What follows belongs to an exercise in optimizing a design on an open flow for small area, a short achievable clock period and few clock cycles; a production flow would make more cautious choices. No run shown here included a check of the RTL's function; only the layout flow was run. Power is estimated from default activity; no workload was simulated.

### flow/design.v
module its_block (
    input  wire         clk,
    input  wire         rst,         
    input  wire         req_valid,
    output wire         req_ready,
    input  wire [31:0]  req_word,    
    output reg          resp_valid,
    output wire [31:0]  resp_word,   
    output wire [191:0] rec,         
    input  wire         tick,
    input  wire [3:0]   ch_pins,
    output wire         mem_rd,
    output wire [9:0]   mem_addr,
    input  wire [7:0]   mem_rdata
);
    localparam [7:0] OP_NOP      = 8'h00, OP_TMASK  = 8'h01, OP_TUNMASK = 8'h02,
                     OP_ERRRD    = 8'h03, OP_ERRCLR = 8'h04, OP_STATRD  = 8'h05,
                     OP_CRCCLR   = 8'h10, OP_CRCBYTE = 8'h11, OP_CRCRD  = 8'h12,
                     OP_CRCCHAN  = 8'h13, OP_CRCMSG = 8'h14, OP_CRCCMPC = 8'h15,
                     OP_CRCCMPM  = 8'h16, OP_MSGCHK = 8'h17,
                     OP_LDW      = 8'h20, OP_LDM    = 8'h21, OP_LDE     = 8'h22,
                     OP_RDW      = 8'h23, OP_RDM    = 8'h24, OP_RDE     = 8'h25,
                     OP_TINIT    = 8'h26, OP_ARMM   = 8'h27, OP_EDGE    = 8'h28,
                     OP_SELIDX   = 8'h30, OP_SELACT = 8'h31, OP_SELNEXT = 8'h32,
                     OP_CHLATCH  = 8'h33, OP_CHCMD  = 8'h34, OP_CHRD    = 8'h35;
    function [15:0] crc_step;
        input [15:0] c;
        input [7:0]  b;
        integer k;
        reg [15:0] t;
        begin
            t = c ^ {b, 8'h00};
            for (k = 0; k < 8; k = k + 1)
                t = t[15] ? ((t << 1) ^ 16'h1021) : (t << 1);
            crc_step = t;
        end
    endfunction
    function [9:0] r5_addr;
        input [3:0] c;
        begin
            r5_addr = {c, 4'b0} + {1'b0, c, 3'b0} + 10'd20;
        end
    endfunction
    function [3:0] mod12;
        input [7:0] i;
        reg [2:0] s;
        reg [1:0] m;
        begin
            s = (i[3:2] == 2'd3 ? 3'd0 : {1'b0, i[3:2]}) +
                (i[5:4] == 2'd3 ? 3'd0 : {1'b0, i[5:4]}) +
                (i[7:6] == 2'd3 ? 3'd0 : {1'b0, i[7:6]});
            case (s)
                3'd0, 3'd3, 3'd6: m = 2'd0;
                3'd1, 3'd4:       m = 2'd1;
                default:          m = 2'd2;
            endcase
            mod12 = {m, i[1:0]};
        end
    endfunction
    reg [15:0] crc_acc;
    reg        err_flag;
    reg        msg_valid;
    reg [15:0] wait_t;
    reg [15:0] msg_t;
    reg [15:0] elem_t;
    reg [15:0] elem_rl;
    reg [15:0] dly_rl;
    reg        edge_flag;
    reg        tick_mask;
    reg        tick_pending;
    reg [3:0]  ch_base;
    reg [3:0]  ch_delta;
    reg        reload_req;
    wire [3:0] ch_active = ch_base + ch_delta;
    wire [15:0] chrd     = {3'd0, reload_req, ch_active, ch_delta, ch_base};
    reg        rdy;
    reg        go;           
    reg [31:0] w;            
    reg [3:0]  pins;
    assign req_ready = rdy;
    reg [1:0]  r_st;
    reg [1:0]  r_aux;
    reg [15:0] rv;           
    assign resp_word = {6'd0, r_st, 6'd0, r_aux, rv};
    reg        rd;
    reg [9:0]  addr;
    assign mem_rd   = rd;
    assign mem_addr = addr;
    reg [191:0] sr;
    assign rec = {sr[159:0], sr[191:160]};
    reg        seq;          
    reg        fin;          
    reg        last1;        
    reg        m_chan, m_msg, m_hdr, m_sel, m_cmp, m_init;
    reg [4:0]  gcnt;         
    reg        rv1;          
    reg        dv;           
    reg [7:0]  md;
    reg [7:0]  prev;
    reg [8:0]  ccnt;         
    reg        ff;           
    reg        fb, e_fl, tf, dok;
    reg [3:0]  sel_c;
    wire [7:0]  op = w[31:24];
    wire [7:0]  qa = w[23:16];
    wire [15:0] qv = w[15:0];
    reg known, uses_a, uses_v;
    always @* begin
        uses_a = (op == OP_CRCBYTE) || (op == OP_SELIDX) || (op == OP_CHCMD);
        uses_v = (op == OP_CRCCMPC) || (op == OP_CRCCMPM) || (op == OP_LDW) ||
                 (op == OP_LDM) || (op == OP_LDE);
        known  = (op <= 8'h05) ||
                 (op >= 8'h10 && op <= 8'h17) ||
                 (op >= 8'h20 && op <= 8'h28) ||
                 (op >= 8'h30 && op <= 8'h35);
    end
    wire legal = known && (uses_a || qa == 8'h00) && (uses_v || qv == 16'h0000);
    wire [3:0] cmd_code = qa[7:4];
    wire [3:0] cmd_k    = qa[3:0];
    wire [3:0] act1 = ch_active + 4'd1;
    reg  [3:0] sel_i;
    always @* begin
        case (op[1:0])
            2'd0:    sel_i = mod12(qa);
            2'd1:    sel_i = mod12({4'd0, ch_active});
            default: sel_i = mod12({4'd0, act1});
        endcase
    end
    wire        tick_do = tick & ~tick_mask;
    wire [15:0] wait_d  = (wait_t != 16'd0) ? wait_t - 16'd1 : 16'd0;
    wire [15:0] msg_d   = (msg_t  != 16'd0) ? msg_t  - 16'd1 : 16'd0;
    wire        e_fire  = (elem_t[15:1] == 15'd0);
    wire [15:0] elem_d  = e_fire ? elem_rl : elem_t - 16'd1;
    wire [15:0] crc_md  = crc_step(rv, md);
    wire        hit     = (ccnt >= 9'd15) && (prev == 8'h18) && (md[7:4] == 4'hF);
    wire        md_ff   = (md == 8'hFF);
    wire        sel_empty = ff && md_ff;
    wire        c_act   = seq && dv;
    reg         c_finish, c_restart;
    always @* begin
        c_finish  = 1'b0;
        c_restart = 1'b0;
        if (c_act) begin
            if (m_chan)
                c_finish = (ccnt == 9'd287);
            if (m_msg || m_hdr)
                c_finish = hit || (ccnt == 9'd253);
            if (m_sel)
                c_restart = (ccnt == 9'd3) && sel_empty && !fb && (sel_c != 4'd0);
        end
    end
    wire g_stop = m_sel ? (gcnt == 5'd23) :
                  m_chan ? (addr == 10'd287) : (addr == 10'd541);
    always @(posedge clk) begin
        md <= mem_rdata;
        sr <= {sr[183:0], mem_rdata};
    end
    always @(posedge clk) begin
        if (rdy) begin
            w    <= req_word;
            pins <= ch_pins;
        end
        if (rst) begin
            crc_acc      <= 16'd0;
            err_flag     <= 1'b0;
            msg_valid    <= 1'b0;
            wait_t       <= 16'd0;
            msg_t        <= 16'd0;
            elem_t       <= 16'd0;
            elem_rl      <= 16'd0;
            dly_rl       <= 16'd0;
            edge_flag    <= 1'b0;
            tick_mask    <= 1'b1;
            tick_pending <= 1'b0;
            ch_base      <= 4'd0;
            ch_delta     <= 4'd0;
            reload_req   <= 1'b1;
            rdy          <= 1'b1;
            go           <= 1'b0;
            resp_valid   <= 1'b0;
            rd           <= 1'b0;
            rv1          <= 1'b0;
            dv           <= 1'b0;
            seq          <= 1'b0;
            fin          <= 1'b0;
            last1        <= 1'b0;
        end else begin
            resp_valid <= 1'b0;
            go         <= rdy && req_valid;
            if (rdy && req_valid)
                rdy <= 1'b0;
            rv1 <= rd;
            dv  <= rv1;
            fin <= 1'b0;
            last1 <= 1'b0;
            if (go) begin
                r_aux <= 2'd0;
                r_st  <= 2'd0;
                rv    <= 16'd0;
                if (!legal) begin
                    r_st       <= 2'd3;
                    resp_valid <= 1'b1;
                    rdy        <= 1'b1;
                end else begin
                    resp_valid <= 1'b1;
                    rdy        <= 1'b1;
                    m_chan <= 1'b0; m_msg <= 1'b0; m_hdr <= 1'b0; m_sel <= 1'b0;
                    m_cmp  <= (op == OP_CRCCMPC) || (op == OP_CRCCMPM);
                    m_init <= (op == OP_TINIT);
                    ccnt   <= 9'd0;
                    gcnt   <= 5'd0;
                    ff     <= 1'b1;
                    fb     <= 1'b0;
                    sel_c  <= sel_i;
                    case (op)
                    OP_TMASK: tick_mask <= 1'b1;
                    OP_TUNMASK: begin
                        tick_mask <= 1'b0;
                        if (tick_pending) begin
                            tick_pending <= 1'b0;
                            wait_t <= wait_d;
                            msg_t  <= msg_d;
                            elem_t <= elem_d;
                            if (e_fire) edge_flag <= 1'b1;
                        end
                        rv <= {15'd0, tick_pending};
                    end
                    OP_ERRRD:  rv <= {15'd0, err_flag};
                    OP_ERRCLR: begin
                        err_flag <= 1'b0;
                        rv <= {15'd0, err_flag};
                    end
                    OP_STATRD: rv <= {4'd0, ch_active, (msg_t == 16'd0), (wait_t == 16'd0),
                                      tick_pending, tick_mask, reload_req, msg_valid,
                                      err_flag, edge_flag};
                    OP_CRCCLR: crc_acc <= 16'd0;
                    OP_CRCBYTE: begin
                        crc_acc <= crc_step(crc_acc, qa);
                        rv      <= crc_step(crc_acc, qa);
                    end
                    OP_CRCRD: rv <= crc_acc;
                    OP_CRCCHAN, OP_CRCCMPC: begin
                        resp_valid <= 1'b0; rdy <= 1'b0;
                        seq <= 1'b1; rd <= 1'b1; addr <= 10'd0; m_chan <= 1'b1;
                    end
                    OP_CRCMSG, OP_CRCCMPM: begin
                        resp_valid <= 1'b0; rdy <= 1'b0;
                        seq <= 1'b1; rd <= 1'b1; addr <= 10'd288; m_msg <= 1'b1;
                    end
                    OP_MSGCHK, OP_TINIT: begin
                        resp_valid <= 1'b0; rdy <= 1'b0;
                        seq <= 1'b1; rd <= 1'b1; addr <= 10'd290; m_hdr <= 1'b1;
                        ccnt <= 9'd2;
                    end
                    OP_LDW: begin wait_t <= qv; rv <= qv; end
                    OP_LDM: begin msg_t  <= qv; rv <= qv; end
                    OP_LDE: begin elem_rl <= qv; elem_t <= qv; rv <= qv; end
                    OP_RDW: rv <= wait_t;
                    OP_RDM: rv <= msg_t;
                    OP_RDE: rv <= elem_t;
                    OP_ARMM: begin msg_t <= dly_rl; rv <= dly_rl; end
                    OP_EDGE: begin edge_flag <= 1'b0; rv <= {15'd0, edge_flag}; end
                    OP_SELIDX, OP_SELACT, OP_SELNEXT: begin
                        resp_valid <= 1'b0; rdy <= 1'b0;
                        seq <= 1'b1; rd <= 1'b1; addr <= r5_addr(sel_i); m_sel <= 1'b1;
                        if (op == OP_SELACT) reload_req <= 1'b0;
                    end
                    OP_CHLATCH: begin
                        ch_base    <= pins;
                        reload_req <= 1'b1;
                        rv <= {3'd0, 1'b1, pins + ch_delta, ch_delta, pins};
                    end
                    OP_CHCMD: begin
                        case (cmd_code)
                        4'hC: begin
                            ch_base    <= cmd_k;
                            ch_delta   <= 4'd0;
                            reload_req <= 1'b1;
                            r_aux <= 2'd3;
                            rv <= {3'd0, 1'b1, cmd_k, 4'd0, cmd_k};
                        end
                        4'hB: begin
                            ch_delta   <= ch_delta + cmd_k;
                            reload_req <= 1'b1;
                            r_aux <= 2'd3;
                            rv <= {3'd0, 1'b1, ch_base + ch_delta + cmd_k, ch_delta + cmd_k, ch_base};
                        end
                        4'h9: begin
                            if (ch_delta > cmd_k) begin
                                ch_delta   <= 4'd0;
                                reload_req <= 1'b1;
                                r_aux <= 2'd3;
                                rv <= {3'd0, 1'b1, ch_base, 4'd0, ch_base};
                            end else begin
                                r_aux <= 2'd1;
                                rv <= chrd;
                            end
                        end
                        default: rv <= chrd;
                        endcase
                    end
                    OP_CHRD: rv <= chrd;
                    default: ;
                    endcase
                end
            end
            if (rd && seq) begin
                gcnt <= gcnt + 5'd1;
                if (m_sel && gcnt == 5'd3)
                    addr <= addr - 10'd23;
                else if (m_hdr && addr == 10'd293)
                    addr <= 10'd302;
                else
                    addr <= addr + 10'd1;
                if (g_stop) begin
                    rd <= 1'b0;
                    if (m_sel) last1 <= 1'b1;
                end
            end
            if (c_act) begin
                prev <= md;
                ccnt <= (m_hdr && ccnt == 9'd5) ? 9'd14 : ccnt + 9'd1;
                if (m_chan || m_msg)
                    rv <= crc_md;
                if (m_hdr) begin
                    if (ccnt[8:2] == 7'd0) begin
                        rv <= {rv[7:0], md};
                        if (ccnt[1:0] == 2'd3)
                            dok <= !(rv[7:0] == 8'hFF && md_ff);
                    end else if (ccnt[8:2] == 7'd1)
                        w[15:0] <= {w[7:0], md};
                end
                if (m_sel && ccnt[8:2] == 7'd0) begin
                    ff <= sel_empty;
                    if (ccnt[1:0] == 2'd3) begin
                        e_fl <= sel_empty;
                        if (sel_empty) fb <= 1'b1;
                    end
                end
                if (c_finish) begin
                    ccnt <= ccnt;
                    tf   <= hit;
                    seq  <= 1'b0;
                    fin  <= 1'b1;
                    rd   <= 1'b0;
                    rv1  <= 1'b0;
                    dv   <= 1'b0;
                end
                if (c_restart) begin
                    ccnt <= 9'd0;
                    ff   <= 1'b1;
                    gcnt <= 5'd0;
                    addr <= 10'd20;
                    rd   <= 1'b1;
                    rv1  <= 1'b0;
                    dv   <= 1'b0;
                end
            end
            if (last1) begin
                seq        <= 1'b0;
                rv1        <= 1'b0;
                dv         <= 1'b0;
                resp_valid <= 1'b1;
                rdy        <= 1'b1;
                r_st       <= 2'd0;
                r_aux      <= {e_fl, fb};
                rv         <= {4'd0, sel_c, 4'd0, fb ? 4'd0 : sel_c};
            end
            if (fin) begin
                resp_valid <= 1'b1;
                rdy        <= 1'b1;
                r_aux      <= 2'd0;
                r_st       <= 2'd0;
                if (m_hdr) begin
                    msg_valid <= tf && dok;
                    r_st      <= (tf && dok) ? 2'd0 : 2'd2;
                    r_aux     <= {dok, tf};
                    if (m_init) begin
                        if (tf && dok) begin
                            elem_rl   <= rv;
                            elem_t    <= rv;
                            dly_rl    <= w[15:0];
                            edge_flag <= 1'b0;
                        end
                    end else begin
                        rv <= tf ? {7'd0, ccnt + 9'd1} : 16'd0;
                    end
                end else if (m_msg && !tf) begin
                    r_st <= 2'd2;
                    rv   <= 16'd0;
                    if (m_cmp) err_flag <= 1'b1;
                end else begin
                    crc_acc <= rv;
                    if (m_cmp && rv != w[15:0]) begin
                        r_st     <= 2'd1;
                        err_flag <= 1'b1;
                    end
                end
            end
            if (tick_do) begin
                wait_t <= wait_d;
                msg_t  <= msg_d;
                elem_t <= elem_d;
                if (e_fire) edge_flag <= 1'b1;
            end
            if (tick && tick_mask)
                tick_pending <= 1'b1;
        end
    end
endmodule
### flow/run.sh
#!/bin/bash
# synth_recipe.tcl (not shown) runs the flow's synth.tcl, then flattens the netlist and writes it again
# the make line also repeats each setting of config.mk as NAME=value (left out here)
make -C /OpenROAD-flow-scripts/flow DESIGN_CONFIG=/design/flow/config.mk WORK_HOME=/design/flow/orfs CLKGATE_MAP_FILE= SYNTH_SCRIPT=/design/flow/synth_recipe.tcl finish
### flow/config.mk
export PLATFORM = sky130hd
export DESIGN_NAME = its_block
export DESIGN_NICKNAME = its_block
export VERILOG_FILES = /design/flow/design.v
export SDC_FILE = /design/flow/constraint.sdc
export NUM_CORES = 4
export LEC_CHECK = 0
export CAP_MARGIN = 20
export CORE_MARGIN = 2
export CORE_UTILIZATION = 40
export SLEW_MARGIN = 20
### flow/constraint.sdc
create_clock -name core_clock -period 10.0 [get_ports {clk}]
set_input_delay 2.0000 -clock core_clock [delete_from_list [all_inputs] [get_ports {clk}]]
set_output_delay 2.0000 -clock core_clock [all_outputs]
set_load 0.01 [all_outputs]
==> metrics.md, run 1 <==
| Metric | Value |
|---|---|
| Status | `complete, no violations` |
| Register area share after synthesis | `47.3%` |
| Post-route worst setup slack | `5.82 ns` |
| WP data required | `10.33 ns` |
| First-pass GRT wire length | `108 mm` |
| R2r endpoint | `addr[8]$_DFFE_PN_` |
| Cts repair resizes | `0` |
| Gate Count Post-Synth | `2105` |
| WL/cell | `24.6 µm` |
| Reg2reg start | `ch_delta[1]$_SDFFE_PP0P_` |
| Setup crit start kind | `flip-flop` |
| Die Area | `50200 µm²` |
| Synth top cells by count | `327 x dfxtp_1, 217 x nand2_1, 209 x nor2_1` |
| Io pins | `285` |
| DP Wirelength | `52.4 mm` |
| Final period util | `41.8%` |
| Setup CP Type | `flip-flop to flip-flop` |
| Final WL | `73.1 mm` |
| Yosys cell types | `93` |
| Reg2reg setup slack | `5.82 ns` |
| Crit path DAT | `4.51 ns` |
| Root Driver | `clkbuf_16` |
| Pre-CTS setup slack | `5.58 ns` |
| Core Area | `47700 µm²` |
| Largest net degree at the start of global routing | `85` |
| Starting Density | `40.6%` |
| Count leader, synth | `dfxtp_1` |
| Htree depth | `2` |
| Cell Rows | `80` |
| Post-synth EDFFs | `87` |
| Max frequency | `239 MHz` |
| N_diodes | `0` |
| Finished Layout Cells | `2971` |
| Worst skew pair latency | `0.62 ns` |
| Max Buffers Root-to-Sink | `3` |
| Max Cap Viol | `0` |
| Ys flop type | `dfxtp_1` |
| Yosys warning count | `1` |
| Hold Fails Final Rpt | `0` |
| Post-CTS Setup Inserts | `0` |
| Worst-path clk slew | `0.06 ns` |
| Max-slew violations | `0` |
| Slew HR | `21.3%` |
| Worst Path Max Fanout | `10` |
| Async set-reset flop share out of synthesis | `0%` |
| Launch point of the worst hold path | `sr[112]$_DFF_P_` |
| Flops & latches, synth | `414` |
| Syn avg cell area | `9.21 µm²` |
| Avg Vias per Cell | `6.11` |
| Layout Area Growth over Synthesis | `25.7%` |
| GR Overflow Total | `0` |
| Drt drc | `0` |
| Worst setup EP type | `flip-flop` |
| Min Clock Period, post-route | `4.18 ns` |
| RSZ-0062 raised after global routing | `no` |
| Synth top area cells | `dfxtp_1 34%, edfxtp_1 13%, nand2_1 4.2%` |
| Detail Route Antenna Nets | `0` |
| Final Skew | `0.0333 ns` |
| Final #Nets | `2405` |
| Total number of vias | `18.1k` |
| Worst-Margin Slew | `1.17 ns` |
| Die Ht | `224 µm` |
| Peak supply drop | `0.124 mV` |
| Port-buffer cells | `272` |
| Mapped Area | `19400 µm²` |
| Cts hold-fix bufs | `0` |
| Leakage | `0.00893 µW` |
| Final setup violation count | `0` |
| PwrDens | `168 nW/µm²` |
| Clock sinks | `414` |
| Worst r2r path cells | `16` |
| Hold path cells | `0` |
| Vias in the first global route | `16.9k` |
| DRT iter0 DRCs | `2373` |
| GRT Total Usage | `28.2%` |
| Synth top area share | `33.8%` |
| Die Wd | `224 µm` |
| RD Place Congestion | `1.00` |
| Placed cells | `2884` |
| CTS Buf Count | `46` |
| Initial antenna violation count | `1` |
| Synth area leader | `dfxtp_1` |
| Worst hold path type | `flip-flop to flip-flop` |
| Drt pass-1 iters | `9` |
| Layout cells sized above 1 | `7.81%` |
| Setup TNS | `0 ns` |
| CTS tree | `yes` |
| Worst Hold End | `sr[120]$_DFF_P_` |
## area by class of cell
type | instances | area (µm²)
Clock buffer | 66 | 1400
Clock inverter | 20 | 307
Fill cell | 4441 | 23400
Inverter | 41 | 154
Multi-Input combinational cell | 1498 | 9510
Sequential cell | 414 | 9160
Tap cell | 615 | 769
Timing Repair Buffer | 317 | 3060
## flip-flops by register name, indices dropped and copies added, names as in the netlist, 2 cells and up
signal,cells
rv,16
r_st,2
w,32
md,7
msg_t,16
dly_rl,16
wait_t,16
crc_acc,16
elem_rl,16
prev,8
sr,185
ch_base,4
r_aux,2
ch_delta,4
pins,4
ccnt,9
addr,10
sel_c,4
gcnt,5
elem_t,16
## report_power, final
group	switching (µW)	internal, µW
clock network	749	1120
registers	79.9	1770
logic	202	179
total	1030	3070
## worst max-delay path by stage
stage                                   startpoint                endpoint  slack [ns]  cells past startpoint
after floorplan                                rst    elem_t[5]$_SDFF_PP0_        6.15                      5
after global placement                        tick  wait_t[7]$_SDFFE_PP0P_        5.60                     10
after detailed placement                      tick   msg_t[9]$_SDFFE_PP0P_        5.58                      7
after CTS                 ch_delta[1]$_SDFFE_PP0P_       addr[8]$_DFFE_PN_        5.83                     16
after global routing      ch_delta[1]$_SDFFE_PP0P_       addr[8]$_DFFE_PN_        5.50                     16
final                     ch_delta[1]$_SDFFE_PP0P_       addr[8]$_DFFE_PN_        5.82                     16
## through the flow
stage | hold slack, ns | util (%) | area, µm² | total power [µW]
finish | 0.345 | 51.0 | 24400 | 4100
global route | 0.348 | 51.0 | 24400 | 4220
CTS | 0.338 | 51.0 | 24300 | 4120
detailed placement | 0.334 | 47.4 | 22600 | 2260
global placement | 0.331 | 47.4 | 22600 | 2260
floorplan | 0.382 | - | 19400 | 2050
## worst max-delay path, stage by stage (launching register included)
cell and delay, ns:
dfxtp_1 0.62, ha_1 0.32, a21o_1 0.19, a21oi_1 0.26
xor2_1 0.37, xnor2_1 0.15, or3_1 0.31, a21oi_1 0.19
a221o_1 0.19, ha_1 0.28, ha_1 0.30, a21o_1 0.15
a21oi_1 0.15, nor2_1 0.05, nor3_1 0.17, a211o_1 0.14
a21oi_1 0.06
## layer usage
metal  GRT usage, %  vias up  part of all wire (%)
li1               -     8133                     -
met1           36.5     8770                    39
met2           46.4     1023                    46
met3           5.71      210                   9.8
met4           11.2        2                   4.5
met5              0        -                 0.018
## kinds of logic after synthesis
group | synth area share [%]
buffers and inverters | 4.36
AO/OA/AOI/OAI | 20.7
multiplexers | 2.09
other | 0.0193
flip-flops | 47.3
XOR/XNOR | 4.65
AND/OR/NAND/NOR | 18.1
adder cells (fa/ha/maj) | 2.79
## cell usage in the layout, fill, tap and decap left out, types with 29 or more instances in the layout
| cell | n |
|---|---|
| a21oi_1 | 138 |
| o21ai_0 | 123 |
| a22oi_1 | 61 |
| a211oi_1 | 29 |
| clkdlybuf4s50_1 | 271 |
| nor2_1 | 209 |
| mux2i_1 | 36 |
| xnor2_1 | 48 |
| xor2_1 | 47 |
| buf_4 | 45 |
| dfxtp_1 | 326 |
| nand2_1 | 217 |
| nor3_1 | 43 |
| nand3_1 | 41 |
| ha_1 | 32 |
| inv_1 | 38 |
| edfxtp_1 | 87 |
| clkbuf_16 | 50 |
==> run 2: changes to the inputs <==
--- a/flow/design.v
+++ b/flow/design.v
@@ -86,2 +86,11 @@
     reg [9:0]  addr;
+    reg [1:0]  tg0;
+    reg        rv1;
+    reg [9:0]  a1;
+    reg [1:0]  tg1;
+    reg        dv;
+    reg [9:0]  a2;
+    reg [1:0]  tg2;
+    reg [7:0]  md;
+    reg [7:0]  prev;
     assign mem_rd   = rd;
@@ -92,12 +101,10 @@
     reg        fin;          
+    reg        sel0;         
     reg        last1;        
     reg        m_chan, m_msg, m_hdr, m_sel, m_cmp, m_init;
-    reg [4:0]  gcnt;         
-    reg        rv1;          
-    reg        dv;           
-    reg [7:0]  md;
-    reg [7:0]  prev;
-    reg [8:0]  ccnt;         
+    reg [9:0]  sp;           
+    reg        hs;           
+    reg        gx;           
     reg        ff;           
-    reg        fb, e_fl, tf, dok;
+    reg        fb, e_fl, dok;
     reg [3:0]  sel_c;
@@ -133,22 +140,20 @@
     wire [15:0] elem_d  = e_fire ? elem_rl : elem_t - 16'd1;
-    wire [15:0] crc_md  = crc_step(rv, md);
-    wire        hit     = (ccnt >= 9'd15) && (prev == 8'h18) && (md[7:4] == 4'hF);
-    wire        md_ff   = (md == 8'hFF);
+    wire [15:0] crc_md   = crc_step(rv, md);
+    wire        c_act    = seq && dv;
+    wire        md_ff    = (md == 8'hFF);
+    wire        md_esc   = (md == 8'h18);
+    wire        md_f     = (md[7:4] == 4'hF);
     wire        sel_empty = ff && md_ff;
-    wire        c_act   = seq && dv;
-    reg         c_finish, c_restart;
-    always @* begin
-        c_finish  = 1'b0;
-        c_restart = 1'b0;
-        if (c_act) begin
-            if (m_chan)
-                c_finish = (ccnt == 9'd287);
-            if (m_msg || m_hdr)
-                c_finish = hit || (ccnt == 9'd253);
-            if (m_sel)
-                c_restart = (ccnt == 9'd3) && sel_empty && !fb && (sel_c != 4'd0);
-        end
-    end
-    wire g_stop = m_sel ? (gcnt == 5'd23) :
-                  m_chan ? (addr == 10'd287) : (addr == 10'd541);
+    wire        hit      = (a2 >= 10'd303) && (prev == 8'h18) && md_f;
+    wire        scan     = c_act && m_hdr && (tg2 == 2'd1);
+    wire        chk_f    = scan && md_f;                         
+    wire        chk_e    = scan && md_esc && (a2 != 10'd541);    
+    wire        chk_req  = chk_f || chk_e;
+    wire [9:0]  chk_addr = chk_f ? {a2[9:1], 1'b0} : a2 + 10'd1;
+    wire        found    = c_act && m_hdr &&
+                           ((tg2 == 2'd2 && md_esc) || (tg2 == 2'd3 && md_f));
+    wire [7:0]  found_len = a2[7:0] - ((tg2 == 2'd2) ? 8'h1E : 8'h1F);
+    wire        hdr_none = seq && m_hdr && gx && !rd && !rv1 && !dv;
+    wire        chan_end = c_act && m_chan && (a2 == 10'd287);
+    wire        msg_end  = c_act && m_msg && (hit || a2 == 10'd541);
     always @(posedge clk) begin
@@ -156,2 +161,6 @@
         sr <= {sr[183:0], mem_rdata};
+        a1 <= addr;
+        a2 <= a1;
+        tg1 <= tg0;
+        tg2 <= tg1;
     end
@@ -185,2 +194,3 @@
             fin          <= 1'b0;
+            sel0         <= 1'b0;
             last1        <= 1'b0;
@@ -191,5 +201,6 @@
                 rdy <= 1'b0;
-            rv1 <= rd;
-            dv  <= rv1;
-            fin <= 1'b0;
+            rv1   <= rd;
+            dv    <= rv1;
+            fin   <= 1'b0;
+            sel0  <= 1'b0;
             last1 <= 1'b0;
@@ -209,6 +220,5 @@
                     m_init <= (op == OP_TINIT);
-                    ccnt   <= 9'd0;
-                    gcnt   <= 5'd0;
-                    ff     <= 1'b1;
-                    fb     <= 1'b0;
+                    tg0    <= 2'd0;
+                    hs     <= 1'b0;
+                    gx     <= 1'b0;
                     sel_c  <= sel_i;
@@ -252,3 +262,3 @@
                         seq <= 1'b1; rd <= 1'b1; addr <= 10'd290; m_hdr <= 1'b1;
-                        ccnt <= 9'd2;
+                        sp  <= 10'd291;
                     end
@@ -264,3 +274,3 @@
                         resp_valid <= 1'b0; rdy <= 1'b0;
-                        seq <= 1'b1; rd <= 1'b1; addr <= r5_addr(sel_i); m_sel <= 1'b1;
+                        seq <= 1'b1; sel0 <= 1'b1; m_sel <= 1'b1;
                         if (op == OP_SELACT) reload_req <= 1'b0;
@@ -306,13 +316,39 @@
             end
-            if (rd && seq) begin
-                gcnt <= gcnt + 5'd1;
-                if (m_sel && gcnt == 5'd3)
-                    addr <= addr - 10'd23;
-                else if (m_hdr && addr == 10'd293)
-                    addr <= 10'd302;
-                else
-                    addr <= addr + 10'd1;
-                if (g_stop) begin
+            if (sel0) begin
+                rd   <= 1'b1;
+                addr <= r5_addr(sel_c);
+                tg0  <= 2'd1;
+                sp   <= 10'd0;
+                ff   <= 1'b1;
+                fb   <= 1'b0;
+            end
+            if (seq && rd && (m_chan || m_msg)) begin
+                addr <= addr + 10'd1;
+                if (m_chan ? (addr == 10'd287) : (addr == 10'd541))
                     rd <= 1'b0;
-                    if (m_sel) last1 <= 1'b1;
+            end
+            if (seq && rd && m_sel) begin
+                sp   <= sp + 10'd1;
+                addr <= (sp[4:0] == 5'd3) ? addr - 10'd23 : addr + 10'd1;
+                tg0  <= (sp[4:0] == 5'd0 || sp[4:0] == 5'd1) ? 2'd1 :
+                        (sp[4:0] == 5'd2) ? 2'd2 : 2'd0;
+                if (sp[4:0] == 5'd23) begin
+                    rd    <= 1'b0;
+                    last1 <= 1'b1;
+                end
+            end
+            if (seq && m_hdr) begin
+                if (chk_req) begin
+                    rd   <= 1'b1;
+                    addr <= chk_addr;
+                    tg0  <= chk_f ? 2'd2 : 2'd3;
+                end else if (!gx) begin
+                    rd   <= 1'b1;
+                    addr <= sp;
+                    tg0  <= hs ? 2'd1 : 2'd0;
+                    sp   <= hs ? sp + 10'd2 : ((sp == 10'd293) ? 10'd303 : sp + 10'd1);
+                    if (sp == 10'd293) hs <= 1'b1;
+                    if (sp == 10'd541) gx <= 1'b1;
+                end else begin
+                    rd   <= 1'b0;
                 end
@@ -321,60 +357,44 @@
                 prev <= md;
-                ccnt <= (m_hdr && ccnt == 9'd5) ? 9'd14 : ccnt + 9'd1;
                 if (m_chan || m_msg)
                     rv <= crc_md;
-                if (m_hdr) begin
-                    if (ccnt[8:2] == 7'd0) begin
+                if (m_hdr && tg2 == 2'd0) begin
+                    if (!a2[2]) begin
                         rv <= {rv[7:0], md};
-                        if (ccnt[1:0] == 2'd3)
+                        if (a2[0])
                             dok <= !(rv[7:0] == 8'hFF && md_ff);
-                    end else if (ccnt[8:2] == 7'd1)
+                    end else
                         w[15:0] <= {w[7:0], md};
                 end
-                if (m_sel && ccnt[8:2] == 7'd0) begin
+                if (m_sel && tg2 != 2'd0) begin
                     ff <= sel_empty;
-                    if (ccnt[1:0] == 2'd3) begin
+                    if (tg2 == 2'd2) begin
                         e_fl <= sel_empty;
                         if (sel_empty) fb <= 1'b1;
+                        if (sel_empty && !fb && sel_c != 4'd0) begin
+                            addr <= 10'd20;
+                            tg0  <= 2'd1;
+                            sp   <= 10'd0;
+                            rd   <= 1'b1;
+                            ff   <= 1'b1;
+                            rv1  <= 1'b0;
+                            dv   <= 1'b0;
+                        end
                     end
                 end
-                if (c_finish) begin
-                    ccnt <= ccnt;
-                    tf   <= hit;
-                    seq  <= 1'b0;
-                    fin  <= 1'b1;
-                    rd   <= 1'b0;
-                    rv1  <= 1'b0;
-                    dv   <= 1'b0;
-                end
-                if (c_restart) begin
-                    ccnt <= 9'd0;
-                    ff   <= 1'b1;
-                    gcnt <= 5'd0;
-                    addr <= 10'd20;
-                    rd   <= 1'b1;
-                    rv1  <= 1'b0;
-                    dv   <= 1'b0;
-                end
             end
-            if (last1) begin
-                seq        <= 1'b0;
-                rv1        <= 1'b0;
-                dv         <= 1'b0;
-                resp_valid <= 1'b1;
-                rdy        <= 1'b1;
-                r_st       <= 2'd0;
-                r_aux      <= {e_fl, fb};
-                rv         <= {4'd0, sel_c, 4'd0, fb ? 4'd0 : sel_c};
-            end
-            if (fin) begin
-                resp_valid <= 1'b1;
-                rdy        <= 1'b1;
-                r_aux      <= 2'd0;
-                r_st       <= 2'd0;
+            if (chan_end || msg_end || found || hdr_none) begin
+                seq <= 1'b0;
+                rd  <= 1'b0;
+                rv1 <= 1'b0;
+                dv  <= 1'b0;
+                r_st  <= 2'd0;
+                r_aux <= 2'd0;
                 if (m_hdr) begin
-                    msg_valid <= tf && dok;
-                    r_st      <= (tf && dok) ? 2'd0 : 2'd2;
-                    r_aux     <= {dok, tf};
+                    resp_valid <= 1'b1;
+                    rdy        <= 1'b1;
+                    msg_valid  <= found && dok;
+                    r_st       <= (found && dok) ? 2'd0 : 2'd2;
+                    r_aux      <= {dok, found};
                     if (m_init) begin
-                        if (tf && dok) begin
+                        if (found && dok) begin
                             elem_rl   <= rv;
@@ -385,13 +405,17 @@
                     end else begin
-                        rv <= tf ? {7'd0, ccnt + 9'd1} : 16'd0;
+                        rv <= found ? {8'd0, found_len} : 16'd0;
                     end
-                end else if (m_msg && !tf) begin
-                    r_st <= 2'd2;
-                    rv   <= 16'd0;
+                end else if (m_msg && !hit) begin
+                    resp_valid <= 1'b1;
+                    rdy        <= 1'b1;
+                    r_st       <= 2'd2;
+                    rv         <= 16'd0;
                     if (m_cmp) err_flag <= 1'b1;
                 end else begin
-                    crc_acc <= rv;
-                    if (m_cmp && rv != w[15:0]) begin
-                        r_st     <= 2'd1;
-                        err_flag <= 1'b1;
+                    crc_acc <= crc_md;
+                    if (m_cmp) begin
+                        fin <= 1'b1;
+                    end else begin
+                        resp_valid <= 1'b1;
+                        rdy        <= 1'b1;
                     end
@@ -399,2 +423,20 @@
             end
+            if (fin) begin
+                resp_valid <= 1'b1;
+                rdy        <= 1'b1;
+                if (rv != qv) begin
+                    r_st     <= 2'd1;
+                    err_flag <= 1'b1;
+                end
+            end
+            if (last1) begin
+                seq        <= 1'b0;
+                rv1        <= 1'b0;
+                dv         <= 1'b0;
+                resp_valid <= 1'b1;
+                rdy        <= 1'b1;
+                r_st       <= 2'd0;
+                r_aux      <= {e_fl, fb};
+                rv         <= {4'd0, sel_c, 4'd0, fb ? 4'd0 : sel_c};
+            end
             if (tick_do) begin
==> flow/flow/run.sh (new file) <==
#!/bin/bash
# Standard ORFS layout (the standard.sh), with timing repair aiming below the clock period.
set -euo pipefail
bash standard.sh SETUP_SLACK_MARGIN=6.5 finish > standard_finish.log 2>&1
==> flow/standard.sh (new file) <==
#!/bin/bash
# synth_recipe.tcl (not shown) runs the flow's synth.tcl, then flattens the netlist and writes it again
# the make line also repeats each setting of config.mk as NAME=value (left out here)
make -C /OpenROAD-flow-scripts/flow DESIGN_CONFIG=/design/flow/config.mk WORK_HOME=/design/flow/orfs CLKGATE_MAP_FILE= SYNTH_SCRIPT=/design/flow/synth_recipe.tcl "${@:-finish}"
removed: flow/run.sh
==> run 2 against run 1 <==
Final cell count increased by 9.6%. Routed wire length is 20% higher. Non-clock buffer count rose by 40. Sequential share of layout area fell by 0.76 points. Sequential power is 5% higher. Count of clock-buffer cells in the layout rose by 2. Flip-flop and latch count is 24 higher. Register-to-register slack improved by 0.76 ns. Highest routed layer unchanged.
==> metrics.md, run 2 <==
| Metric | Value |
|---|---|
| Async set-reset flop share out of synthesis | `0% (unchanged)` |
| Syn avg cell area | `9.13 µm² (was 9.21 µm²)` |
| Commonest cells after routing, fill and taps aside | `341 x dfxtp_1, 212 x nand2_1, 177 x nor2_1, 162 x a21oi_1, 144 x dlygate4sd2_1 (was 326 x dfxtp_1, 271 x clkdlybuf4s50_1, 217 x nand2_1, 209 x nor2_1, 138 x a21oi_1)` |
| Commonest non-fill, non-tap cell in the layout | `dfxtp_1 (unchanged)` |
| WP data required | `8.00 ns (was 10.33 ns)` |
| Cell Rows | `84 (was 80)` |
| Crit path to | `resp_word[0] (was addr[8]$_DFFE_PN_)` |
| Detail Route Antenna Nets | `0 (unchanged)` |
| Crit. Startpoint | `rv[0]$_DFFE_PN_ (was ch_delta[1]$_SDFFE_PP0P_)` |
| Hold WS | `0.319 ns (was 0.345 ns)` |
| Reg2reg setup slack | `6.58 ns (was 5.82 ns)` |
| Critical path's slowest cell | `edfxtp_1 (was dfxtp_1)` |
| Worst setup EP type | `output pin (was flip-flop)` |
| Min Clock Period, post-route | `3.50 ns (was 4.18 ns)` |
| Max frequency | `286 MHz (was 239 MHz)` |
| Status | `complete, no violations (unchanged)` |
| Synth area leader | `dfxtp_1 (unchanged)` |
| Htree depth | `2 (unchanged)` |
| Worst skew pair latency | `0.60 ns (was 0.62 ns)` |
| Layout Area Growth over Synthesis | `24.8% (was 25.7%)` |
| Setup TNS | `0 ns (unchanged)` |
| Gate Count Post-Synth | `2302 (was 2105)` |
| CP top delay family | `flip-flops (was compound AO/OA/AOI/OAI gates)` |
| Yosys warning count | `1 (unchanged)` |
| Worst hold path type | `flip-flop to flip-flop (unchanged)` |
| Final Skew | `0.0233 ns (was 0.0333 ns)` |
| Die Ht | `233 µm (was 224 µm)` |
| Worst-Margin Slew | `1.06 ns (was 1.17 ns)` |
| Final WL | `87.7 mm (was 73.1 mm)` |
| PwrDens | `163 nW/µm² (was 168 nW/µm²)` |
| Hold Fails Final Rpt | `0 (unchanged)` |
| Leakage | `0.0104 µW (was 0.00893 µW)` |
| GR Overflow Total | `0 (unchanged)` |
| Post-synth EDFFs | `86 (was 87)` |
| Vias in the first global route | `18.9k (was 16.9k)` |
| DP Wirelength | `61.8 mm (was 52.4 mm)` |
| Io pins | `285 (unchanged)` |
| Register bank with the most flops | `sr (unchanged)` |
| Mapped Area | `21000 µm² (was 19400 µm²)` |
| Worst r2r path cells | `9 (was 16)` |
| Ys flop type | `dfxtp_1 (unchanged)` |
| Worst-path clk slew | `0.07 ns (was 0.06 ns)` |
| Port-buffer cells | `272 (unchanged)` |
| Reg2reg start | `w[24]$_DFFE_PP_ (was ch_delta[1]$_SDFFE_PP0P_)` |
| WL/cell | `26.9 µm (was 24.6 µm)` |
| Cts hold-fix bufs | `0 (unchanged)` |
| Final setup violation count | `0 (unchanged)` |
| Clock sinks | `438 (was 414)` |
| Max FFs per register | `192 (was 185)` |
| Max Buffers Root-to-Sink | `3 (unchanged)` |
| Starting Density | `40.2% (was 40.6%)` |
| DRT iter0 DRCs | `2536 (was 2373)` |
| Yosys cell types | `98 (was 93)` |
| Drt pass-1 iters | `7 (was 9)` |
| R2r endpoint | `addr[6]$_DFFE_PN_ (was addr[8]$_DFFE_PN_)` |
| Count leader, synth | `dfxtp_1 (unchanged)` |
| Initial antenna violation count | `3 (was 1)` |
| Synth top cells by count | `352 x dfxtp_1, 214 x nand2_1, 180 x nor2_1 (was 327 x dfxtp_1, 217 x nand2_1, 209 x nor2_1)` |
| Synth top area cells | `dfxtp_1 34%, edfxtp_1 12%, a21oi_1 3.9% (was dfxtp_1 34%, edfxtp_1 13%, nand2_1 4.2%)` |
| Crit path DAT | `1.50 ns (was 4.51 ns)` |
| CTS tree | `yes (unchanged)` |
| GRT Total Usage | `31.2% (was 28.2%)` |
| RSZ-0062 raised after global routing | `yes (was no)` |
| Largest registers | `sr x192, w x32 (was sr x185, w x32)` |
| Root Driver | `clkbuf_16 (unchanged)` |
| Stages on the worst setup path | `1 (was 16)` |
| Drt drc | `0 (unchanged)` |
| Max Cap Viol | `0 (unchanged)` |
| Final period util | `35.0% (was 41.8%)` |
| CTS Buf Count | `49 (was 46)` |
| Synth top area share | `33.5% (was 33.8%)` |
| RD Place Congestion | `0.990 (was 1.00)` |
| Core Area | `52200 µm² (was 47700 µm²)` |
| Setup crit start kind | `flip-flop (unchanged)` |
| Final #Nets | `2623 (was 2405)` |
| Avg Vias per Cell | `6.25 (was 6.11)` |
| Peak supply drop | `0.112 mV (was 0.124 mV)` |
| Worst Path Max Fanout | `3 (was 10)` |
| Setup CP Type | `flip-flop to output pin (was flip-flop to flip-flop)` |
| First-pass GRT wire length | `127 mm (was 108 mm)` |
| Flops & latches, synth | `438 (was 414)` |
| Max-slew violations | `0 (unchanged)` |
| Layout cells sized above 1 | `9.62% (was 7.81%)` |
| Total number of vias | `20.3k (was 18.1k)` |
| CP cell instances | `dlygate4sd2_1 (was ha_1 > a21o_1 > a21oi_1 > xor2_1 > xnor2_1 > or3_1 > a21oi_1 > a221o_1 > ha_1 > ha_1 > a21o_1 > a21oi_1 > nor2_1 > nor3_1 > a211o_1 > a21oi_1)` |
| Largest net degree at the start of global routing | `57 (was 85)` |
| Die Area | `54400 µm² (was 50200 µm²)` |
| Slowest stage delay, CP | `0.54 ns (was 0.62 ns)` |
| Register area share after synthesis | `45.8% (was 47.3%)` |
| Die Wd | `233 µm (was 224 µm)` |
| Slew HR | `28.4% (was 21.3%)` |
| Crit path buf inv count | `1 (was 0)` |
==> run 2: changes by cell type after synthesis, sizes merged, moves of 15 or more <==
cell    before  now
xnor2       48   65
nand3       42   58
a221oi      18   37
buf         39   58
nor2       210  181
inv         39   60
dfxtp      327  352
a21oi      139  165
a311oi      21    4
and3        13   32
nor3        48   64
nand4       20   35
==> run 2: worst min path at each step <==
stage / from / end / cells past startpoint
2_1_floorplan: a1[0]$_DFF_P_ / a2[0]$_DFF_P_ / 0
3_3_place_gp: a1[9]$_DFF_P_ / a2[9]$_DFF_P_ / 0
3_5_place_dp: a1[1]$_DFF_P_ / a2[1]$_DFF_P_ / 0
4_1_cts: a1[1]$_DFF_P_ / a2[1]$_DFF_P_ / 0
5_1_grt: tg1[0]$_DFF_P_ / tg2[0]$_DFF_P_ / 0
6_report: a1[1]$_DFF_P_ / a2[1]$_DFF_P_ / 0
==> run 2: cells by family (layout without fill, tap and decap cells) <==
group | after synthesis | after routing | synth area share (%)
adders and majority gates | 46 | 46 | 2.98
muxes | 28 | 28 | 1.33
xor gates and xnor gates | 124 | 124 | 5.30
buffers and inverters | 253 | 505 | 5.16
DFF | 438 | 438 | 45.8
and+or+nand+nor | 767 | 769 | 18.7
AOI/OAI and AO/OA | 645 | 645 | 20.7
other | 1 | 13 | 0.0178
==> run 2: worst reg2reg max path: cells and delay by family (launching register included) <==
family | cells | cell delay [ns]
DFF | 1 | 0.33
AOI/OAI and AO/OA | 4 | 1.11
and+or+nand+nor | 3 | 1.17
buffers and inverters | 2 | 0.58
==> run 2: metrics by stage <==
step                setup slack, ns  cells  total power [µW]  utilization, %  instance area (µm²)
detailed placement             5.34   3122              2450            46.2                24100
global placement               5.40   3122              2450            46.2                24100
finish                         6.50   3256              4270            50.2                26200
CTS                            6.28   3255              4290            49.9                26100
global route                   6.38   3255              4390            50.2                26200
floorplan                      6.52   2313              2210               -                21100
==> run 2: layout make-up <==
cell class	count	area (µm²)
inverters	60	225
repair buffers	357	3310
well taps	688	861
multi-input cells	1624	10500
clock buffers	68	1420
fillers	4929	26000
diodes	1	2.50
clock inverters	20	228
flip-flops and latches	438	9670
==> run 2: layer usage <==
| layer | vias up | GRT usage, % | share of wire [%] |
|---|---|---|---|
| met2 | 1330 | 48.6 | 44 |
| met1 | 9794 | 40.7 | 40 |
| met4 | 4 | 14.6 | 5.4 |
| li1 | 8933 | - | - |
| met5 | - | 0 | 0.030 |
| met3 | 273 | 7.34 | 11 |
==> run 2: power breakdown <==
part | internal [µW] | leakage [µW] | switching, µW
registers | 1880 | 0.00377 | 78.3
clock network | 1070 | 0.000810 | 774
logic | 188 | 0.00580 | 282
total | 3140 | 0.0104 | 1130
==> run 2: what timing repair did <==
action                                  in CTS  in global routing
cloned                                       2                  0
hold endpoints to repair                     0                  0
endpoints found under the setup margin     273                 76
buffers inserted                            43                  0
pin swaps                                    5                  0
resized for setup                          178                 51
==> run 3: changes to the inputs <==
==> flow/flow/run.sh (replaced) <==
#!/bin/bash
# Standard ORFS layout (the standard.sh), with timing repair aiming below the clock period.
set -euo pipefail
bash standard.sh SETUP_SLACK_MARGIN=7.0 finish > standard_finish.log 2>&1
==> run 3 against run 2 <==
Synthesized area stayed put. Count of clock-buffer cells in the layout is 7 lower. Design area is 7.0% higher. Flip-flop and latch count stayed put. Core utilization is 3.5 points higher. Final cell count is 3.8% higher. Worst hold slack better by 0.0069 ns. Power is 0.38% higher. Setup slack better by 0.15 ns. Critical endpoint is now resp_word[10]. Highest routed layer unchanged.
==> metrics.md, run 3 <==
| Metric | Value |
|---|---|
| Status | `complete, no violations (unchanged)` |
| Max Cap Viol | `0 (unchanged)` |
| Register bank with the most flops | `sr (unchanged)` |
| CTS Buf Count | `48 (was 49)` |
| Setup TNS | `0 ns (unchanged)` |
| Crit path buf inv count | `1 (unchanged)` |
| Critical path's slowest cell | `edfxtp_1 (unchanged)` |
| Final setup violation count | `0 (unchanged)` |
| Total number of vias | `21.1k (was 20.3k)` |
| Flops & latches, synth | `438 (unchanged)` |
| R2r endpoint | `rv[7]$_SDFFCE_PP0N_ (was addr[6]$_DFFE_PN_)` |
| CP cell instances | `buf_2 (was dlygate4sd2_1)` |
| Die Wd | `233 µm (unchanged)` |
| Synth area leader | `dfxtp_1 (unchanged)` |
| Avg Vias per Cell | `6.25 (about the same)` |
| Port-buffer cells | `272 (unchanged)` |
| Count leader, synth | `dfxtp_1 (unchanged)` |
| Setup crit start kind | `flip-flop (unchanged)` |
| Final Skew | `0.0267 ns (was 0.0233 ns)` |
| Max Buffers Root-to-Sink | `3 (unchanged)` |
| Initial antenna violation count | `2 (was 3)` |
| Largest registers | `sr x192, w x32 (unchanged)` |
| Starting Density | `40.2% (unchanged)` |
| Async set-reset flop share out of synthesis | `0% (unchanged)` |
| Post-synth EDFFs | `86 (unchanged)` |
| Die Ht | `233 µm (unchanged)` |
| Gate Count Post-Synth | `2302 (unchanged)` |
| First-pass GRT wire length | `131 mm (was 127 mm)` |
| Final period util | `33.5% (was 35.0%)` |
| Yosys warning count | `1 (unchanged)` |
| Max frequency | `299 MHz (was 286 MHz)` |
| Launch point of the worst hold path | `a1[9]$_DFF_P_ (was a1[1]$_DFF_P_)` |
| Min Clock Period, post-route | `3.35 ns (was 3.50 ns)` |
| Syn avg cell area | `9.13 µm² (unchanged)` |
| Worst Path Max Fanout | `2 (was 3)` |
| Slew HR | `31.9% (was 28.4%)` |
| Hold path cells | `0 (unchanged)` |
| Hold WS | `0.326 ns (was 0.319 ns)` |
| Worst-Margin Slew | `1.01 ns (was 1.06 ns)` |
| Layout Area Growth over Synthesis | `33.6% (was 24.8%)` |
| Synth top cells by count | `352 x dfxtp_1, 214 x nand2_1, 180 x nor2_1 (unchanged)` |
| RSZ-0062 raised after global routing | `yes (unchanged)` |
| CTS tree | `yes (unchanged)` |
| Detail Route Antenna Nets | `0 (unchanged)` |
| Reg2reg start | `w[17]$_DFFE_PP_ (was w[24]$_DFFE_PP_)` |
| Synth top area cells | `dfxtp_1 34%, edfxtp_1 12%, a21oi_1 3.9% (unchanged)` |
| Core Area | `52200 µm² (unchanged)` |
| Worst setup EP type | `output pin (unchanged)` |
| Hold Fails Final Rpt | `0 (unchanged)` |
| Worst skew pair latency | `0.61 ns (was 0.60 ns)` |
| Cts hold-fix bufs | `0 (unchanged)` |
| GRT Total Usage | `32.2% (was 31.2%)` |
| Mapped Area | `21000 µm² (unchanged)` |
| WL/cell | `27.3 µm (was 26.9 µm)` |
| Register area share after synthesis | `45.8% (unchanged)` |
| Worst r2r path cells | `10 (was 9)` |
| Drt drc | `0 (unchanged)` |
| Yosys cell types | `98 (unchanged)` |
| Layout cells sized above 1 | `31.0% (was 9.62%)` |
| Die Area | `54400 µm² (unchanged)` |
| Ys flop type | `dfxtp_1 (unchanged)` |
| Slowest stage delay, CP | `0.54 ns (about the same)` |
| Cell Rows | `84 (unchanged)` |
| Clock sinks | `438 (unchanged)` |
| Peak supply drop | `0.101 mV (was 0.112 mV)` |
| Drt pass-1 iters | `7 (unchanged)` |
| Final #Nets | `2750 (was 2623)` |
| RD Place Congestion | `1.00 (was 0.990)` |
| Commonest cells after routing, fill and taps aside | `209 x nand2_1, 209 x buf_6, 185 x buf_4, 175 x dfxtp_2, 168 x nor2_1 (was 341 x dfxtp_1, 212 x nand2_1, 177 x nor2_1, 162 x a21oi_1, 144 x dlygate4sd2_1)` |
| Setup CP Type | `flip-flop to output pin (unchanged)` |
| DP Wirelength | `62.0 mm (was 61.8 mm)` |
| GR Overflow Total | `0 (unchanged)` |
| WP data required | `8.00 ns (about the same)` |
| PwrDens | `153 nW/µm² (was 163 nW/µm²)` |
| Reg2reg setup slack | `6.99 ns (was 6.58 ns)` |
| Synth top area share | `33.5% (unchanged)` |
| Worst hold path type | `flip-flop to flip-flop (unchanged)` |
| CP top delay family | `flip-flops (unchanged)` |
| Root Driver | `clkbuf_16 (unchanged)` |
| Final WL | `92.1 mm (was 87.7 mm)` |
| Leakage | `0.0110 µW (was 0.0104 µW)` |
| Htree depth | `2 (unchanged)` |
| DRT iter0 DRCs | `2882 (was 2536)` |
| Vias in the first global route | `19.5k (was 18.9k)` |
| Io pins | `285 (unchanged)` |
| Filler Cell Count | `4696 (was 4929)` |
| Max FFs per register | `192 (unchanged)` |
| Worst Hold End | `a2[9]$_DFF_P_ (was a2[1]$_DFF_P_)` |
| Max-slew violations | `0 (unchanged)` |
| Crit. Startpoint | `rv[10]$_DFFE_PN_ (was rv[0]$_DFFE_PN_)` |
| Largest net degree at the start of global routing | `60 (was 57)` |
| Crit path DAT | `1.35 ns (was 1.50 ns)` |
| Worst-path clk slew | `0.06 ns (was 0.07 ns)` |
[run 3: cell counts after synthesis]
No cell type changed its count.
[run 3: cell type report]
type                            count  area [µm²]  share of cell area (%)
Clock buffer                       61        1320                    4.71
Timing Repair Buffer              475        4470                    15.9
Tap cell                          688         861                    3.07
Sequential cell                   438        9910                    35.3
Antenna cell                        1        2.50                 0.00892
Inverter                           60         225                   0.802
Multi-Input combinational cell   1634       11100                    39.4
Clock inverter                     23         218                   0.776
[run 3: metrics by stage]
| step | instance area, µm² | instances | power [µW] | utilization [%] | setup slack, ns |
|---|---|---|---|---|---|
| 2_1_floorplan | 21300 | 2313 | 2210 | - | 6.83 |
| 3_3_place_gp | 24300 | 3124 | 2450 | 46.5 | 5.48 |
| 3_5_place_dp | 24300 | 3124 | 2450 | 46.5 | 5.40 |
| 4_1_cts | 27400 | 3325 | 4270 | 52.4 | 6.65 |
| 5_1_grt | 28100 | 3379 | 4410 | 53.7 | 6.66 |
| 6_report | 28100 | 3380 | 4290 | 53.7 | 6.65 |
[run 3: routing by layer]
layer,up-vias,track usage [%],wire length (µm)
met2,1460,50.6,40700
met3,258,7.03,10300
met1,10200,42.0,36200
met4,6,15.2,4950
met5,-,0,49
li1,9220,-,-
[run 3: cell families after synthesis]
group,synth area share [%]
adders and majority gates,2.98
other,0.0178
and+or+nand+nor,18.7
xor gates and xnor gates,5.30
DFF,45.8
muxes,1.33
AOI/OAI and AO/OA,20.7
buffers and inverters,5.16
[run 3: timing repair]
| item | in CTS | in global routing |
|---|---|---|
| gates cloned | 6 | 6 |
| gates resized for setup | 1382 | 68 |
| pin swaps | 10 | 26 |
| endpoints found under the setup margin | 407 | 345 |
| setup buffers | 111 | 48 |
[run 3: worst max path at each step]
stage	endpoint	slack, ns	cells past startpoint
floorplan	wait_t[11]$_SDFFE_PP0P_	6.83	9
global placement	msg_t[9]$_SDFFE_PP0P_	5.48	7
detailed placement	msg_t[5]$_SDFFE_PP0P_	5.40	7
CTS	resp_word[10]	6.65	1
global route	resp_word[10]	6.66	1
finish	resp_word[10]	6.65	1
[run 3: where the power goes]
part | total [µW] | switching, µW | internal (µW)
Clock | 1770 | 778 | 994
Sequential | 1950 | 70.9 | 1880
Combinational | 562 | 317 | 245
==> run 4: changes to the inputs <==
--- a/flow/config.mk
+++ b/flow/config.mk
@@ -9,3 +9,3 @@
 export CORE_MARGIN = 2
-export CORE_UTILIZATION = 40
+export CORE_UTILIZATION = 65
 export SLEW_MARGIN = 20
==> run 4 against run 3 <==
The flow now stops in 5_1_grt. Synthesized cell count is the same. Synthesized area stayed put.
==> metrics.md, run 4 <==
| Metric | Value |
|---|---|
| Status | `stopped before the end (was complete, no violations)` |
| Failed at | `5_1_grt` |
| Tool Error | `[ERROR GRT-0116] Global routing finished with congestion. Check the congestion regions in the DRC Viewer.` |
| Die Wd | `184 µm (was 233 µm)` |
| Cell Rows | `65 (was 84)` |
| Yosys warning count | `1 (unchanged)` |
| DP Wirelength | `60.5 mm (was 62.0 mm)` |
| Max Buffers Root-to-Sink | `3 (unchanged)` |
| Ys flop type | `dfxtp_1 (unchanged)` |
| Gate Count Post-Synth | `2302 (unchanged)` |
| Cts hold-fix bufs | `0 (unchanged)` |
| Die Ht | `184 µm (was 233 µm)` |
| Clock sinks | `438 (unchanged)` |
| Yosys cell types | `98 (unchanged)` |
| GRT Total Usage | `78.1%` |
| Mapped Area | `21000 µm² (unchanged)` |
| Synth top area share | `33.5% (unchanged)` |
| Htree depth | `2 (unchanged)` |
| DP Area | `23800 µm² (was 24300 µm²)` |
| Starting Density | `66.3% (was 40.2%)` |
| Synth top cells by count | `352 x dfxtp_1, 214 x nand2_1, 180 x nor2_1 (unchanged)` |
| Async set-reset flop share out of synthesis | `0% (unchanged)` |
| Count leader, synth | `dfxtp_1 (unchanged)` |
| Post-synth EDFFs | `86 (unchanged)` |
| RD Place Congestion | `1.08 (was 1.00)` |
| Register area share after synthesis | `45.8% (unchanged)` |
| Syn avg cell area | `9.13 µm² (unchanged)` |
| Root Driver | `clkbuf_16 (unchanged)` |
| CTS Buf Count | `44 (was 48)` |
| Vias in the first global route | `27.4k` |
| First-pass GRT wire length | `194 mm` |
| Largest net degree at the start of global routing | `57` |
| Port-buffer cells | `272 (unchanged)` |
| Synth area leader | `dfxtp_1 (unchanged)` |
| Placed cells | `2829 (was 3124)` |
| Flops & latches, synth | `438 (unchanged)` |
| GR Overflow Total | `137` |
| Io pins | `285 (unchanged)` |
| Synth top area cells | `dfxtp_1 34%, edfxtp_1 12%, a21oi_1 3.9% (unchanged)` |
run 4: worst min-delay path by stage:
stage | to | startpoint | depth (start not counted)
2_1_floorplan | a2[0]$_DFF_P_ | a1[0]$_DFF_P_ | 0
3_3_place_gp | a2[8]$_DFF_P_ | a1[8]$_DFF_P_ | 0
3_5_place_dp | a2[0]$_DFF_P_ | a1[0]$_DFF_P_ | 0
4_1_cts | a2[8]$_DFF_P_ | a1[8]$_DFF_P_ | 0
run 4: logic make-up after synthesis:
kind of cell,synth area share (%)
AO/OA/AOI/OAI,20.7
XOR/XNOR,5.30
adder cells (fa/ha/maj),2.98
buffers and inverters,5.16
flip-flops,45.8
multiplexers,1.33
other,0.0178
AND/OR/NAND/NOR,18.7
run 4: power by group through the flow:
stage / sequential, µW / combinational [µW] / clock [µW]
after detailed placement: 2020 / 429 / 0
after global placement: 2010 / 416 / 0
after CTS: 1960 / 540 / 1690
after floorplan: 1980 / 230 / 0
run 4: timing repair:
action | in CTS
hold endpoints to repair | 0
pin swaps | 17
cloned | 10
buffers inserted | 162
endpoints found under the setup margin | 399
resized for setup | 1418
run 4: layer usage:
layer	global-route usage, %	GRT overflow
met5	40.9	2
met4	77.3	49
met3	63.6	7
met2	93.3	71
met1	78.1	8
run 4: metrics by stage:
stage	setup slack, ns	hold WS (ns)
CTS	6.67	0.313
detailed placement	5.16	0.317
floorplan	6.83	0.310
global placement	5.54	0.311

what the ideal ports hide:
The results above use ideal ports. As a check the final layouts listed here were re-extracted and re-timed, cells and wires unchanged. Step 1 sets driving cells, clkbuf_16 on the clock port and buf_2 on the other inputs (assumed; they add their load-dependent delay and slew). Step 2 also shifts input and output timing later by t, the mid clock arrival at the registers, as if the neighbouring blocks saw the same clock. Slacks: ideal ports / drivers / drivers and shift; pairs: ideal ports / drivers.
run | t (ns) | setup slack, ns | worst hold slack (ns) | worst setup path after step 2
run 1 | 0.657 | 5.824 / 5.808 / 5.503 | 0.345 / 0.345 / 0.345 | input to register
run 2 | 0.649 | 6.499 / 6.442 / 5.903 | 0.319 / 0.319 / 0.319 | input to register
run 3 | 0.655 | 6.650 / 6.591 / 6.451 | 0.326 / 0.326 / 0.326 | input to register
After both steps setup and hold are still met in every run listed. For run 2, which loses most, drivers alone change the setup slack by -0.057 ns; drivers and shift together by -0.596 ns.
